What follows belongs to an exercise in optimizing a design on an open flow for a short achievable clock period and few clock cycles; a production flow would make more cautious choices. No functional check of the RTL was part of this run. No activity file was given, so power comes from the tool's default toggle rates.

==> flow/design.v <==
module microsim_core (
    input  wire        clk,
    input  wire        rst,           
    output reg         mem_valid,
    output reg         mem_we,
    output reg  [19:0] mem_addr,
    output reg  [31:0] mem_wdata,
    input  wire        mem_ready,
    input  wire [31:0] mem_rdata,
    output wire        halted,
    output reg         err_valid,
    output reg  [1:0]  err_code,
    output reg  [19:0] err_addr,
    output reg  [31:0] err_ir,
    input  wire [3:0]  dbg_sel,
    output wire [19:0] dbg_rdata,
    output wire [3:0]  flags          
);
    localparam [4:0] OP_HLT = 5'd0,  OP_MOV = 5'd1,  OP_LDR = 5'd2,  OP_STR = 5'd3,
                     OP_ADD = 5'd4,  OP_ADC = 5'd5,  OP_SUB = 5'd6,  OP_SBC = 5'd7,
                     OP_CMP = 5'd8,  OP_LSL = 5'd9,  OP_LSR = 5'd10, OP_ASR = 5'd11,
                     OP_ROL = 5'd12, OP_ROR = 5'd13, OP_AND = 5'd14, OP_ORR = 5'd15,
                     OP_EOR = 5'd16, OP_NOT = 5'd17, OP_JMP = 5'd18, OP_BCC = 5'd19,
                     OP_BCS = 5'd20, OP_BPL = 5'd21, OP_BMI = 5'd22, OP_BNE = 5'd23,
                     OP_BEQ = 5'd24, OP_BVC = 5'd25, OP_BVS = 5'd26;
    localparam [2:0] S_FETCH  = 3'd0,   
                     S_DECODE = 3'd1,   
                     S_EXEC   = 3'd2,   
                     S_MEM    = 3'd3,   
                     S_LOAD   = 3'd4,   
                     S_HALT   = 3'd5;
    reg [2:0]  state;
    reg [19:0] regs [0:14];
    reg [19:0] pc;
    reg [31:0] ir;
    reg        fc, fz, fn, fv;
    wire [4:0]  op    = ir[31:27];
    wire [1:0]  mode  = ir[26:25];
    wire [3:0]  ra    = ir[23:20];
    wire [3:0]  rb    = ir[19:16];
    wire [19:0] imm20 = ir[19:0];
    wire [19:0] a    = (ra == 4'd15) ? pc : regs[ra];
    wire [19:0] xrb  = (rb == 4'd15) ? pc : regs[rb];
    wire [19:0] b    = mode[0] ? xrb : imm20;
    wire op_valid    = (op <= OP_BVS);
    wire grp_implied = (op == OP_HLT) || (op == OP_NOT);
    wire grp_address = (op == OP_LDR) || (op == OP_STR) || (op >= OP_JMP && op <= OP_BVS);
    wire mode_ok     = grp_implied ? (mode == 2'b00) :
                       grp_address ? mode[1] : !mode[1];
    reg [19:0] res;
    reg        wr_en;       
    reg        nc, nz, nn, nv;
    reg        br_taken;
    reg [20:0] sum;
    reg [20:0] t21;
    reg [39:0] t40;
    reg [4:0]  k;
    always @(*) begin
        res      = 20'd0;
        wr_en    = 1'b0;
        nc = fc; nz = fz; nn = fn; nv = fv;
        br_taken = 1'b0;
        sum      = 21'd0;
        t21      = 21'd0;
        t40      = 40'd0;
        k        = 5'd0;
        case (op)
            OP_MOV: begin
                res = b; wr_en = 1'b1;
            end
            OP_ADD, OP_ADC: begin
                sum = {1'b0, a} + {1'b0, b} + ((op == OP_ADC) ? {20'd0, fc} : 21'd0);
                res = sum[19:0]; wr_en = 1'b1;
                nc = sum[20];
                nz = (res == 20'd0); nn = res[19];
                nv = (a[19] == b[19]) && (res[19] != a[19]);
            end
            OP_SUB, OP_SBC, OP_CMP: begin
                sum = {1'b0, a} - {1'b0, b} - ((op == OP_SBC) ? {20'd0, ~fc} : 21'd0);
                res = sum[19:0]; wr_en = (op != OP_CMP);
                nc = sum[20];
                nz = (res == 20'd0); nn = res[19];
                nv = (a[19] != b[19]) && (res[19] != a[19]);
            end
            OP_LSL: begin
                wr_en = 1'b1;
                if (b == 20'd0) begin
                    res = a;
                end else if (b <= 20'd20) begin
                    t21 = {1'b0, a} << b[4:0];
                    res = t21[19:0]; nc = t21[20];
                end else begin
                    res = 20'd0; nc = 1'b0;
                end
                nz = (res == 20'd0); nn = res[19]; nv = a[19] ^ res[19];
            end
            OP_LSR: begin
                wr_en = 1'b1;
                if (b == 20'd0) begin
                    res = a;
                end else if (b <= 20'd20) begin
                    t21 = {a, 1'b0} >> b[4:0];
                    res = t21[20:1]; nc = t21[0];
                end else begin
                    res = 20'd0; nc = 1'b0;
                end
                nz = (res == 20'd0); nn = res[19]; nv = a[19] ^ res[19];
            end
            OP_ASR: begin
                wr_en = 1'b1;
                if (b == 20'd0) begin
                    res = a;
                end else begin
                    t21 = $signed({a, 1'b0}) >>> ((b >= 20'd20) ? 5'd20 : b[4:0]);
                    res = t21[20:1]; nc = t21[0];
                end
                nz = (res == 20'd0); nn = res[19]; nv = a[19] ^ res[19];
            end
            OP_ROL, OP_ROR: begin
                if (b == 20'd0) begin
                    nz = (a == 20'd0); nn = a[19];
                end else begin
                    k = ((b - 20'd1) % 20'd20) + 20'd1;
                    if (op == OP_ROL) begin
                        t40 = {a, a} << k;
                        res = t40[39:20]; nc = res[0];
                    end else begin
                        t40 = {a, a} >> k;
                        res = t40[19:0];  nc = res[19];
                    end
                    wr_en = 1'b1;
                    nz = (res == 20'd0); nn = res[19]; nv = a[19] ^ res[19];
                end
            end
            OP_AND, OP_ORR, OP_EOR, OP_NOT: begin
                case (op)
                    OP_AND:  res = a & b;
                    OP_ORR:  res = a | b;
                    OP_EOR:  res = a ^ b;
                    default: res = ~a;
                endcase
                wr_en = 1'b1;
                nz = (res == 20'd0); nn = res[19];
            end
            OP_JMP: br_taken = 1'b1;
            OP_BCC: br_taken = !fc;
            OP_BCS: br_taken =  fc;
            OP_BPL: br_taken = !fn;
            OP_BMI: br_taken =  fn;
            OP_BNE: br_taken = !fz;
            OP_BEQ: br_taken =  fz;
            OP_BVC: br_taken = !fv;
            OP_BVS: br_taken =  fv;
            default: ;
        endcase
    end
    integer i;
    always @(posedge clk) begin
        if (rst) begin
            state     <= S_FETCH;
            pc        <= 20'd0;
            ir        <= 32'd0;
            {fc, fz, fn, fv} <= 4'b0000;
            for (i = 0; i < 15; i = i + 1)
                regs[i] <= 20'd0;
            err_valid <= 1'b0;
            err_code  <= 2'd0;
            err_addr  <= 20'd0;
            err_ir    <= 32'd0;
        end else begin
            err_valid <= 1'b0;
            case (state)
                S_FETCH: begin
                    if (mem_ready) begin
                        pc    <= pc + 20'd1;
                        state <= S_DECODE;
                    end
                end
                S_DECODE: begin
                    ir    <= mem_rdata;
                    state <= S_EXEC;
                end
                S_EXEC: begin
                    if (!op_valid || !mode_ok) begin
                        err_valid <= 1'b1;
                        err_code  <= !op_valid ? 2'd3 : 2'd2;
                        err_addr  <= pc - 20'd1;
                        err_ir    <= ir;
                        state     <= S_FETCH;
                    end else if (op == OP_HLT) begin
                        state <= S_HALT;
                    end else if (op == OP_LDR || op == OP_STR) begin
                        state <= S_MEM;
                    end else begin
                        {fc, fz, fn, fv} <= {nc, nz, nn, nv};
                        if (wr_en) begin
                            if (ra == 4'd15) pc <= res;
                            else             regs[ra] <= res;
                        end
                        if (br_taken) pc <= b;
                        state <= S_FETCH;
                    end
                end
                S_MEM: begin
                    if (mem_ready)
                        state <= (op == OP_LDR) ? S_LOAD : S_FETCH;
                end
                S_LOAD: begin
                    if (ra == 4'd15) pc <= mem_rdata[19:0];
                    else             regs[ra] <= mem_rdata[19:0];
                    state <= S_FETCH;
                end
                default: state <= S_HALT;    
            endcase
        end
    end
    always @(*) begin
        mem_valid = 1'b0;
        mem_we    = 1'b0;
        mem_addr  = pc;
        mem_wdata = {12'd0, a};
        case (state)
            S_FETCH: mem_valid = 1'b1;
            S_MEM: begin
                mem_valid = 1'b1;
                mem_we    = (op == OP_STR);
                mem_addr  = b;
            end
            default: ;
        endcase
    end
    assign halted    = (state == S_HALT);
    assign dbg_rdata = (dbg_sel == 4'd15) ? pc : regs[dbg_sel];
    assign flags     = {fv, fn, fz, fc};
endmodule
==> flow/run.sh <==
#!/bin/bash
# synth_recipe.tcl (not shown) runs the flow's synth.tcl, then flattens the netlist and writes it again
# the make line also repeats each setting of config.mk as NAME=value (left out here)
make -C /OpenROAD-flow-scripts/flow DESIGN_CONFIG=/design/flow/config.mk WORK_HOME=/design/flow/orfs CLKGATE_MAP_FILE= SYNTH_SCRIPT=/design/flow/synth_recipe.tcl finish
==> flow/config.mk <==
export PLATFORM = sky130hd
export DESIGN_NAME = microsim_core
export DESIGN_NICKNAME = microsim_core
export VERILOG_FILES = /design/flow/design.v
export SDC_FILE = /design/flow/constraint.sdc
export NUM_CORES = 4
export LEC_CHECK = 0
export CAP_MARGIN = 20
export CORE_MARGIN = 2
export CORE_UTILIZATION = 40
export SLEW_MARGIN = 20
==> flow/constraint.sdc <==
create_clock -name core_clock -period 12.0 [get_ports {clk}]
set_input_delay 2.4000 -clock core_clock [delete_from_list [all_inputs] [get_ports {clk}]]
set_output_delay 2.4000 -clock core_clock [all_outputs]
set_load 0.01 [all_outputs]
==> results_dict.tcl <==
set metrics [dict create \
    status "finished clean" \
    relSlewSlack 0.201 \
    root_buffer "clkbuf_16" \
    wl_mm 194 \
    grt_pass1_wl_mm 274 \
    finalSetupViolCount 0 \
    worst-setup-path-type "flop to flop" \
    startpoint_type "flop" \
    yosys.area_share.simple 0.190 \
    fmax_mhz 86.6 \
    dr.pass1.iters 8 \
    yosysWarnings 1 \
    ys_ff_latch 442 \
    antenna_found_initial 3 \
    yosys.area.top_type "edfxtp_1" \
    drv_cap 0 \
    wl_per_cell_microns 32.1 \
    viasPerCell 6.75 \
    path_common_cell "buf_4" \
    synthMuxAreaShare 0.186 \
    die_area_sq_mm 0.102 \
    slew_violations 0 \
    tns_ns 0 \
    track_usage 0.365 \
    async_flop_share 0 \
    nets 4845 \
    multi_input_comb_area_sq_mm 0.0258 \
    vias 40800 \
    areaGrowthSynthToFinish_pct 16.4 \
    slowest_stage "nor2_2" \
    insertion_delay_ns 0.62 \
    io_buffers 160 \
    ys_types 126 \
    period_minus_slack_ns 11.54 \
    synth_adder_area_share 0.0283 \
    h-tree-depth 2 \
    layout_common_cells "nor2_1 (678), nand2_1 (505), buf_4 (345)" \
    synth_edf_count 320 \
    hpwl_mm 140 \
    syn_area_sq_mm 0.0398 \
    min_period_over_period 0.962 \
    synth_cells 4519 \
    first_global_vias 38300 \
    core-area_sq_mm 0.0986 \
    avgSynthCellArea_sq_um 8.82 \
    slowest_delay_ns 0.57 \
    cp-end-kind "flop" \
    hold_viol_final 0 \
    synthTopCellsByArea "edfxtp_1 (24%), mux4_2 (13%), nor2_1 (6.4%), dfxtp_1 (6.1%), nand2_1 (4.8%)" \
    gp_congestion 1.06 \
    seqCellArea_sq_mm 0.0121 \
    die_y_microns 320 \
    synth_compound_area_frac 0.212 \
    drtIter0Drc 6024 \
    ys.flop_type "edfxtp_1" \
    grt-ovfl-total 0 \
    cts_sinks 442 \
    synth_top_family_by_area "compound AO/OA/AOI/OAI gates" \
    cp_data_arrival_time_ns 11.88 \
    clk_pin_slew_ns 0.07 \
    ant_nets 0 \
    fillers 9486 \
    rows 115 \
    worstMarginPinSlew_ns 1.19 \
    p_per_area_mw_per_mm2 348 \
    min_path_type "flop to flop" \
    layout-drive-gt1-share 0.186 \
    clock_path_buffers 3 \
    fin_worst_skew_ns 0.0404 \
    io_pins 173 \
    cts_hold_buf 0 \
    cp_max_fo 16 \
    numCtsBuffers 49 \
    power.leakage_nw 16.5 \
    rsz0062_at_grt "no" \
    cts_tree "built" \
    whs_ns 0.450 \
    grt_max_degree 73 \
    synth.top_cell.area_share 0.241 \
    die_x_microns 320 \
    start_util 0.404 \
    synth-seq-area-share 0.303 \
    vdd_ir_drop_max_uv 393 \
    drc_errors 0 \
    synth-xor-area-share 0.0237 \
    required_ns 12.34 \
    final_common_cell "nor2_1" \
]
worst max-delay path, delay by kind of cell, from the launching register on:
family,cells,cell delay [ns]
AND/OR/NAND/NOR,16,4.40
AO/OA/AOI/OAI,12,3.79
multiplexers,2,0.59
flip-flops,1,0.46
buffers and inverters,10,1.97
registers in the layout (all words and copies together), names as in the netlist, named ones only:
name,flops
fn,1
fv,1
err_ir,32
regs,320
err_addr,20
fz,1
state,3
pc,20
err_valid,1
ir,32
err_code,2
fc,1
path summary, 6_finish.rpt:
path                       start                         to  slack, ns  cells after the start
max                         flop  regs[4][17]$_SDFFCE_PN0P_       0.46                     40
min          ir[24]$_SDFFE_PP0P_    err_ir[24]$_SDFFE_PP0P_       0.45                      2
min reg2reg  ir[24]$_SDFFE_PP0P_    err_ir[24]$_SDFFE_PP0P_       0.45                      2
max reg2reg                 flop  regs[4][17]$_SDFFCE_PN0P_       0.46                     40
power by group:
part	leakage (nW)	switching, mW	total [mW]	internal [mW]
logic	11.3	7.92	12.7	4.78
registers	4.30	0.0933	1.80	1.71
clock network	0.829	0.661	1.62	0.957
cells by family (layout without fill, tap and decap cells):
| logic type | Yosys count | after routing |
|---|---|---|
| AOI/OAI and AO/OA | 1225 | 1225 |
| buffers and inverters | 533 | 741 |
| and+or+nand+nor | 1685 | 1685 |
| DFF | 442 | 442 |
| muxes | 437 | 437 |
| other | 1 | 33 |
| adders and majority gates | 88 | 88 |
| xor gates and xnor gates | 108 | 108 |
what timing repair did:
item / in CTS / in global routing
setup buffers: 0 / 9
endpoints found under the setup margin: 0 / 342
resized for setup: 0 / 9
routing by layer:
metal | track usage | vias to the layer above | wire length, microns
met2 | 0.569 | 2980 | 86100
met4 | 0.197 | 4 | 12500
li1 | - | 17400 | -
met3 | 0.0793 | 632 | 22200
met1 | 0.474 | 19800 | 72900
met5 | 0 | - | 78
final cells by class:
type | instances | area share
multi-input combinational | 3575 | 0.557
timing repair buffer | 529 | 0.101
clock buffer | 59 | 0.0286
antenna | 1 | 0.0000540
inverter | 123 | 0.00996
clock inverter | 30 | 0.00804
tap | 1287 | 0.0347
sequential | 442 | 0.260
Yosys cell counts, types with 31 or more instances:
| cell | n |
|---|---|
| a211oi_1 | 84 |
| a21oi_1 | 291 |
| a221oi_1 | 42 |
| a22oi_1 | 63 |
| a31oi_1 | 55 |
| and2_1 | 31 |
| buf_1 | 45 |
| buf_2 | 56 |
| clkbuf_1 | 269 |
| dfxtp_1 | 122 |
| edfxtp_1 | 320 |
| ha_1 | 82 |
| inv_1 | 99 |
| mux2_2 | 41 |
| mux2i_1 | 150 |
| mux4_2 | 230 |
| nand2_1 | 510 |
| nand2b_1 | 41 |
| nand3_1 | 99 |
| nand4_1 | 53 |
| nor2_1 | 682 |
| nor3_1 | 79 |
| o21a_1 | 38 |
| o21ai_0 | 226 |
| o21bai_1 | 33 |
| o22ai_1 | 37 |
| xnor2_1 | 82 |
per-stage QoR:
step / worst slack, ns / cells / power, mW / util / area, sq um
4_1_cts: 0.298 / 6036 / 15.6 / 0.468 / 46200
3_3_place_gp: 0.349 / 5947 / 14.0 / 0.451 / 44500
6_report: 0.457 / 6046 / 16.1 / 0.470 / 46400
5_1_grt: 0.0180 / 6045 / 16.7 / 0.470 / 46400
3_5_place_dp: 0.326 / 5947 / 13.9 / 0.451 / 44500
2_1_floorplan: 1.18 / 4550 / 8.42 / - / 40000

==> port drivers added, routing unchanged <==
No port has a modelled driver above. Below, the same layout with a new extraction and two added sets of constraints. Step 1: set_driving_cell puts a clkbuf_16 on clk and a buf_2 on each other input, an assumption about the parent block. Step 2, shift: input delay + t, output delay - t, t = (earliest + latest rising clock arrival at the registers) / 2. This alone moves slack from input paths to output paths. Three values: ideal ports, drivers, drivers and shift; two values: the first two.
shift t [ns]: 0.670
setup slack, ns: 0.457 / 0.457 / 0.457
worst setup path after step 2: register to register
worst data-port slew with drivers (ns): 0.05
After both steps setup and hold are still met in this run. The setup slack of this run moves by 0.000 ns with the drivers and by 0.000 ns with both steps.
